Background: an optimization exercise with open tools, aiming at small area. Do not read the settings as production practice. The RTL was checked by simulation tests, not by an equivalence proof against the original design. The flow treats the clock pin as an ideal source, which a real chip does not have. No activity file was given, so power comes from the tool's default toggle rates.

## tpms_decoder
module tpms_decoder (
    input  wire        clk,
    input  wire        rst,
    input  wire        cmd_valid,
    input  wire [34:0] cmd,
    output wire        out_valid,
    output wire [31:0] rec_sensor_id,
    output wire [15:0] rec_pressure,
    output wire [15:0] rec_temperature,
    output wire [1:0]  rec_battery,
    output wire [63:0] rec_raw_bits,
    output wire [15:0] rec_raw_count
);
For scale: about 350 cells after synthesis, ~78 flip-flops, about 190 I/O pins, ~3700 sq um of cells after synthesis.
export LEC_CHECK = 0
export CAP_MARGIN = 20
export CORE_MARGIN = 2
export CORE_UTILIZATION = 40
export SLEW_MARGIN = 20
create_clock -name core_clock -period 8.0 [get_ports {clk}]
standard.sh (not shown) runs the stock make flow with config.mk's settings and CLKGATE_MAP_FILE= SYNTH_SCRIPT=/design/flow/synth_recipe.tcl, a recipe that flattens the netlist after the stock synthesis.
==> flow/flow/run.sh <==
#!/bin/bash
# The standard layout, with these changes:
# - synthesis maps the logic for area: the same ORFS synthesis script, run
#   with a copy of ORFS's scripts folder whose abc_speed.script is replaced by
#   flow/abc_area.script, and with adders left to abc (ADDER_MAP_FILE empty).
#   Registers are mapped before abc, so they are the standard synthesis's;
# - each port is buffered by a sky130_fd_sc_hd__buf_1 (buffer_ports would
#   otherwise pick clkdlybuf4s50_1, a larger delay buffer);
# - the clock reaches the registers through a few clock buffers, one per
#   group of nearby registers, inserted before clock tree synthesis
#   (flow/pre_cts.tcl, settings in flow/clock.cfg);
# - the constant outputs share the synthesis's single tie cell instead of
#   getting one tie cell each.
set -euo pipefail
here=$PWD
rm -rf "$here/synth_scripts"
cp -r "$FLOW_HOME/scripts" "$here/synth_scripts"
cp "$here/flow/abc_area.script" "$here/synth_scripts/abc_speed.script"
export BUFFER_PORTS_ARGS="-buffer_cell sky130_fd_sc_hd__buf_1"
export PRE_CTS_TCL="$here/flow/pre_cts.tcl"
export CTS_ARGS="-clk_nets clk -dont_use_dummy_load -buf_list sky130_fd_sc_hd__clkbuf_8"
export SKIP_REPAIR_TIE_FANOUT=1
bash standard.sh SCRIPTS_DIR="$here/synth_scripts" ADDER_MAP_FILE= synth > standard_synth.log 2>&1
bash standard.sh > standard.log 2>&1
==> flow/flow/clock.cfg <==
set ngroups 6
set leafbuf sky130_fd_sc_hd__clkbuf_8
set rootbuf sky130_fd_sc_hd__clkbuf_4
Other scripts of this flow, unchanged in this note and not shown: flow/flow/abc_area.script, flow/flow/pre_cts.tcl
The baseline went through all stages and came out clean.
Rerun with:
==> flow/flow/clock.cfg (replaced) <==
set ngroups 5
set leafbuf sky130_fd_sc_hd__clkbuf_8
set rootbuf sky130_fd_sc_hd__clkbuf_4
What happened:
- setup slack degrades by 0.0057 ns
- wire length is about the same
- sequential share of layout area grows by 0.20 points
- power shrinks by about 1.7%
- clock skew barely changes


Setup of build 11:
tpms_decoder again, from the RTL that the note above started with.
Settings: LEC_CHECK=0, CAP_MARGIN=20, CORE_MARGIN=2, CORE_UTILIZATION=40, SLEW_MARGIN=20; clock period 8.0 ns.
==> flow/flow/run.sh <==
#!/bin/bash
# The standard layout, with these changes:
# - synthesis maps the logic for area: the same ORFS synthesis script, run
#   with a copy of ORFS's scripts folder whose abc_speed.script is replaced by
#   flow/abc_area.script (registers are mapped before abc, so they are the
#   standard synthesis's);
# - each port is buffered by a sky130_fd_sc_hd__buf_1 (buffer_ports would
#   otherwise pick clkdlybuf4s50_1, a larger delay buffer);
# - the clock reaches the registers through four clkbuf_16, one per group of
#   nearby registers, inserted before clock tree synthesis (flow/pre_cts.tcl);
# - the constant outputs share the synthesis's single tie cell instead of
#   getting one tie cell each.
set -euo pipefail
here=$PWD
rm -rf "$here/synth_scripts"
cp -r "$FLOW_HOME/scripts" "$here/synth_scripts"
cp "$here/flow/abc_area.script" "$here/synth_scripts/abc_speed.script"
export BUFFER_PORTS_ARGS="-buffer_cell sky130_fd_sc_hd__buf_1"
export PRE_CTS_TCL="$here/flow/pre_cts.tcl"
export CTS_ARGS="-clk_nets clk -dont_use_dummy_load -buf_list sky130_fd_sc_hd__clkbuf_16"
export SKIP_REPAIR_TIE_FANOUT=1
bash standard.sh SCRIPTS_DIR="$here/synth_scripts" synth > standard_synth.log 2>&1
bash standard.sh > standard.log 2>&1
==> flow/flow/abc_area.script <==
strash
dc2
dch
map -a
topo
stime -c
dnsize -c
==> flow/flow/pre_cts.tcl <==
# Clock distribution: the registers are split into four groups of nearly
# equal size (halves by x, then each half by y), and each group is driven by
# one clkbuf_16 placed at the group's centroid. The clock port then feeds
# only these four buffers. The clock tree synthesis that follows is limited
# to the port net, so it adds nothing.
set clkbuf sky130_fd_sc_hd__clkbuf_16
set block [ord::get_db_block]
set dbu [$block getDbUnitsPerMicron]

set sinks {}
foreach pin [get_pins -of_objects [get_nets clk]] {
  set inst [sta::sta_to_db_inst [$pin instance]]
  set loc [$inst getLocation]
  lappend sinks [list [lindex $loc 0] [lindex $loc 1] $pin]
}

proc halves {items idx} {
  set s [lsort -integer -index $idx $items]
  set h [expr {[llength $s] / 2}]
  return [list [lrange $s 0 [expr {$h - 1}]] [lrange $s $h end]]
}

set groups {}
foreach half [halves $sinks 0] {
  foreach q [halves $half 1] {
    lappend groups $q
  }
}

set k 0
foreach g $groups {
  set sx 0
  set sy 0
  set pins {}
  foreach s $g {
    set sx [expr {$sx + [lindex $s 0]}]
    set sy [expr {$sy + [lindex $s 1]}]
    lappend pins [lindex $s 2]
  }
  set n [llength $g]
  set x [expr {double($sx) / $n / $dbu}]
  set y [expr {double($sy) / $n / $dbu}]
  puts "pre_cts: clock buffer $k drives $n registers, at $x $y"
  insert_buffer -buffer_cell $clkbuf -net clk -load_pins $pins -location [list $x $y] \
    -buffer_name clkbuf_q$k -net_name clk_q$k
  incr k
}
Input changes introduced in build 74 (baseline for comparison: build 11):
==> flow/flow/run.sh <==
#!/bin/bash
# The standard layout, with these changes:
# - each port is buffered by a sky130_fd_sc_hd__buf_1 (buffer_ports would
#   otherwise pick clkdlybuf4s50_1, a larger delay buffer);
# - clock tree synthesis without dummy loads;
# - the constant outputs share the synthesis's single tie cell instead of
#   getting one tie cell each.
set -euo pipefail
export BUFFER_PORTS_ARGS="-buffer_cell sky130_fd_sc_hd__buf_1"
export CTS_ARGS="-sink_clustering_enable -repair_clock_nets -dont_use_dummy_load -buf_list sky130_fd_sc_hd__clkbuf_8"
export SKIP_REPAIR_TIE_FANOUT=1
bash standard.sh > standard.log 2>&1
removed: flow/flow/abc_area.script
removed: flow/flow/pre_cts.tcl
Findings:
Minimum period implied by the final worst setup slack for build 74: 0.70 ns down relative to build 11. Compared with build 11, build 74 shows a delay of the slowest cell on the worst path that is 0.34 ns lower. Build 74 vs build 11 — clock network fraction of total power rose 3.5 points. Build 74 — setup slack 0.70 ns higher, build 11 as reference. | layout inverter count without the clock tree | lower: build 74 |. Build 74 vs. build 11: design area went up by 3.8%. When build 74 is set beside build 11, its sequential element share of the synthesized area turns out to be 2.0 points smaller. Diff build 74 and build 11: post-synthesis to final-layout area growth lower in build 11.
Here is what was changed in the inputs of build 83 compared with build 74.
==> flow/run.sh (new file) <==
#!/bin/bash
# synth_recipe.tcl (not shown) runs the flow's synth.tcl, then flattens the netlist and writes it again
# the make line also repeats each setting of config.mk as NAME=value (left out here)
make -C /OpenROAD-flow-scripts/flow DESIGN_CONFIG=/design/flow/config.mk WORK_HOME=/design/flow/orfs CLKGATE_MAP_FILE= SYNTH_SCRIPT=/design/flow/synth_recipe.tcl finish
removed: flow/flow/run.sh
removed: flow/standard.sh
## What came out
- For build 74 and build 83, there was not a single run that failed to finish clean.
- Compared with build 74, placement density in the core of build 83 is higher.
- When build 83 is set beside build 74, its total power consumption of the routed design turns out to be 14% larger.
- Going from build 74 to build 83, detailed placement HPWL now larger; clock insertion delay at the later pin of the skew report shows no meaningful change; worst path arrival time higher; transition time of the tightest slew-check pin down 0.019 ns.


Setup of job 4626:
Another version of the RTL of tpms_decoder (not shown whole).
For scale: ~360 cells after synthesis, ~190 I/O pins, ~4000 µm² of cells after synthesis.
==> flow/design.v (excerpt) <==
module tpms_decoder (
    input  wire        clk,
    input  wire        rst,
    input  wire        cmd_valid,
    input  wire [34:0] cmd,
    output wire        out_valid,
    output wire [31:0] rec_sensor_id,
    output wire [15:0] rec_pressure,
    output wire [15:0] rec_temperature,
    output wire [1:0]  rec_battery,
    output wire [63:0] rec_raw_bits,
    output wire [15:0] rec_raw_count
);
    reg        live;        
    reg        act;         
    reg        phase;       
    reg [6:0]  cnt;         
    reg [59:0] acc_n;       
    reg [7:0]  crc;
    reg        vld;
    wire [1:0]  op    = cmd[34:33];
    wire        level = cmd[32];
    wire [31:0] d     = cmd[31:0];
    wire        opnd0 = (cmd[32:0] == 33'd0);
    wire feed  = cmd_valid & (op == 2'b00);
    wire alloc = cmd_valid & (op == 2'b10) & opnd0;
    wire rstc  = cmd_valid & (op == 2'b01) & opnd0;
  ...
==> flow/config.mk <==
export PLATFORM = sky130hd
export DESIGN_NAME = tpms_decoder
export DESIGN_NICKNAME = tpms_decoder
export VERILOG_FILES = /design/flow/design.v
export SDC_FILE = /design/flow/constraint.sdc
export NUM_CORES = 4
export LEC_CHECK = 0
export CAP_MARGIN = 20
export CORE_MARGIN = 2
export CORE_UTILIZATION = 40
export SLEW_MARGIN = 20
==> flow/constraint.sdc <==
create_clock -name core_clock -period 8.0 [get_ports {clk}]
set_input_delay 1.6000 -clock core_clock [delete_from_list [all_inputs] [get_ports {clk}]]
set_output_delay 1.6000 -clock core_clock [all_outputs]
set_load 0.01 [all_outputs]
==> flow/flow/run.sh <==
#!/bin/bash
# The standard layout, with two changes:
# - each port is buffered by a sky130_fd_sc_hd__buf_1 (buffer_ports would
#   otherwise pick clkdlybuf4s50_1, a larger delay buffer);
# - clock tree synthesis without dummy loads, with large sink clusters.
set -euo pipefail
export BUFFER_PORTS_ARGS="-buffer_cell sky130_fd_sc_hd__buf_1"
export CTS_ARGS="-sink_clustering_enable -repair_clock_nets -dont_use_dummy_load -buf_list sky130_fd_sc_hd__clkbuf_16 -sink_clustering_size 100 -sink_clustering_max_diameter 500"
bash standard.sh > standard.log 2>&1
Modified inputs, job 5706 compared to job 4626
--- a/flow/flow/run.sh
+++ b/flow/flow/run.sh
@@ -5 +5 @@
-# - clock tree synthesis without dummy loads, with large sink clusters.
+# - clock tree synthesis without dummy loads, with clkbuf_8 buffers.
@@ -8 +8 @@
-export CTS_ARGS="-sink_clustering_enable -repair_clock_nets -dont_use_dummy_load -buf_list sky130_fd_sc_hd__clkbuf_16 -sink_clustering_size 100 -sink_clustering_max_diameter 500"
+export CTS_ARGS="-sink_clustering_enable -repair_clock_nets -dont_use_dummy_load -buf_list sky130_fd_sc_hd__clkbuf_8"
==> run summary <==
Diff job 4626 -> job 5706: number of DRC markers after the initial detailed-route iteration went down; total leakage power went down. Combinational power: job 5706 vs job 4626 — no meaningful difference. Delta (job 5706 minus job 4626): die footprint roughly the same, power -13%, clock power share -9.2 points. Summary of job 5706 over job 4626: average wire length per cell after detail routing roughly the same, global-route wire length before repair roughly the same, wire length roughly the same.
### job 5706 -> job 4037
==> flow/flow/run.sh <==
#!/bin/bash
# The standard layout, with each port buffered by a sky130_fd_sc_hd__buf_1
# (buffer_ports otherwise picks clkdlybuf4s50_1, a larger delay buffer).
set -euo pipefail
export BUFFER_PORTS_ARGS="-buffer_cell sky130_fd_sc_hd__buf_1"
bash standard.sh > standard.log 2>&1
## What came out
- | instance count of the mapped netlist | job 4037 vs job 5706 | ≈ equal |
- Going from job 5706 to job 4037, final period utilization went up, maximum frequency shows a reduction of 0.89 MHz, global-route wire length before repair went up.
- Setup slack (lower): job 4037
- Looking at total internal power across both flows, job 4037 is the weaker of the two, with job 5706 ahead.
- Relative to job 5706, global-route track usage on met2 has gone up in job 4037.
Changes in job 9260 relative to job 4037:
==> flow/run.sh (new file) <==
#!/bin/bash
# synth_recipe.tcl (not shown) runs the flow's synth.tcl, then flattens the netlist and writes it again
# the make line also repeats each setting of config.mk as NAME=value (left out here)
make -C /OpenROAD-flow-scripts/flow DESIGN_CONFIG=/design/flow/config.mk WORK_HOME=/design/flow/orfs CLKGATE_MAP_FILE= SYNTH_SCRIPT=/design/flow/synth_recipe.tcl finish
removed: flow/flow/run.sh
removed: flow/standard.sh
==> comparison <==
Of job 4037 and job 9260, the higher worst reg-to-reg setup slack belongs to job 4037.
Job 4037 has lower via count normalized by instance count than job 9260.
Re met1 usage: job 4037 and job 9260 aren't equal, and the lower value belongs to job 4037.
Async set or reset register ratio after synthesis: job 4037 vs job 9260 — no meaningful difference
Diff job 4037 -> job 9260: total non-filler cell area in the finished layout now sits higher; wire length now sits higher; overall power after layout now sits at about the same level.


## main
RTL: one of the versions met above, not the one the previous note started from.
For scale: about 350 cells after synthesis, about 78 flip-flops, ~190 I/O pins.
Design tpms_decoder, start of the top module:
module tpms_decoder (
    input  wire        clk,
    input  wire        rst,
    input  wire        cmd_valid,
    input  wire [34:0] cmd,
    output wire        out_valid,
    output wire [31:0] rec_sensor_id,
    output wire [15:0] rec_pressure,
    output wire [15:0] rec_temperature,
    output wire [1:0]  rec_battery,
    output wire [63:0] rec_raw_bits,
    output wire [15:0] rec_raw_count
);
Settings: LEC_CHECK=0, CAP_MARGIN=0, CORE_MARGIN=2, CORE_UTILIZATION=40, SLEW_MARGIN=0; clock period 8.0 ns.
==> flow/flow/run.sh <==
#!/bin/bash
# The standard layout, with these changes:
# - each port is buffered by a sky130_fd_sc_hd__buf_1 (buffer_ports would
#   otherwise pick clkdlybuf4s50_1, a larger delay buffer);
# - clock tree synthesis without dummy loads;
# - the constant outputs share the synthesis's single tie cell instead of
#   getting one tie cell each.
set -euo pipefail
export BUFFER_PORTS_ARGS="-buffer_cell sky130_fd_sc_hd__buf_1"
export CTS_ARGS="-sink_clustering_enable -repair_clock_nets -dont_use_dummy_load -buf_list sky130_fd_sc_hd__clkbuf_8"
export SKIP_REPAIR_TIE_FANOUT=1
bash standard.sh > standard.log 2>&1
[inputs] the feature branch vs main
- changing CORE_UTILIZATION from 40 to 65
## What came out
- Delta (the feature branch minus main): vertical die dimension moved down, worst setup slack lost 0.13 ns, total number of tap cells lower, routability-driven placement congestion ratio lower, via count of the first global-routing pass shrank by 4.1%.
- In the feature branch relative to main, design area had gone down slightly.
- Against main, the feature branch comes in about 37% lower on die area.
- On the feature branch: total detailed-routing wirelength is about 0.7% higher than what main gave.
- As far as delay contributed by the slowest stage of the critical path is concerned, the feature branch and main perform about the same.

[afterwards: timing with drivers on the ports]
In the flow no input, the clock included, has a driving cell. The finished layouts below were timed again as built, in two steps.
Step 1, drivers: a clkbuf_16 drives clk and a buf_2 each remaining input, both assumed.
Step 2 adds t to the input delays and takes it off the output delays; t is the mean of the earliest and latest rising clock arrival at the registers after step 1. Input paths then give back, and output paths get back, about the clock's delay inside the block.
Three values: no drivers, after step 1, after step 2; two values: the first two.
| run | t, ns | slack for setup (ns) | worst hold slack (ns) | pins driven straight from the clock port |
|---|---|---|---|---|
| the first run of note 1 | 0.425 | 3.846 / 3.819 / 4.244 | 0.455 / 0.455 / 0.455 | 1 |
| the second run of note 1 | 0.416 | 3.840 / 3.813 / 4.229 | 0.459 / 0.459 / 0.459 | 1 |
| build 11 | 0.224 | 3.445 / 3.365 / 3.589 | 0.454 / 0.454 / 0.454 | 4 |
| build 74 | 0.362 | 4.143 / 4.114 / 4.219 | 0.437 / 0.437 / 0.437 | 1 |
| build 83 | 0.353 | 3.703 / 3.675 / 3.928 | 0.451 / 0.451 / 0.451 | 1 |
| job 4626 | 0.353 | 3.514 / 3.480 / 3.832 | 0.447 / 0.447 / 0.447 | 1 |
| job 5706 | 0.358 | 3.488 / 3.458 / 3.816 | 0.443 / 0.443 / 0.443 | 1 |
| job 4037 | 0.369 | 3.470 / 3.440 / 3.809 | 0.455 / 0.455 / 0.455 | 1 |
| job 9260 | 0.371 | 3.080 / 3.050 / 3.422 | 0.453 / 0.453 / 0.453 | 1 |
| main | 0.362 | 4.143 / 4.114 / 4.219 | 0.437 / 0.437 / 0.437 | 1 |
| the feature branch | 0.357 | 4.008 / 3.979 / 4.284 | 0.447 / 0.447 / 0.447 | 1 |
After both steps setup and hold are still met in every run listed.
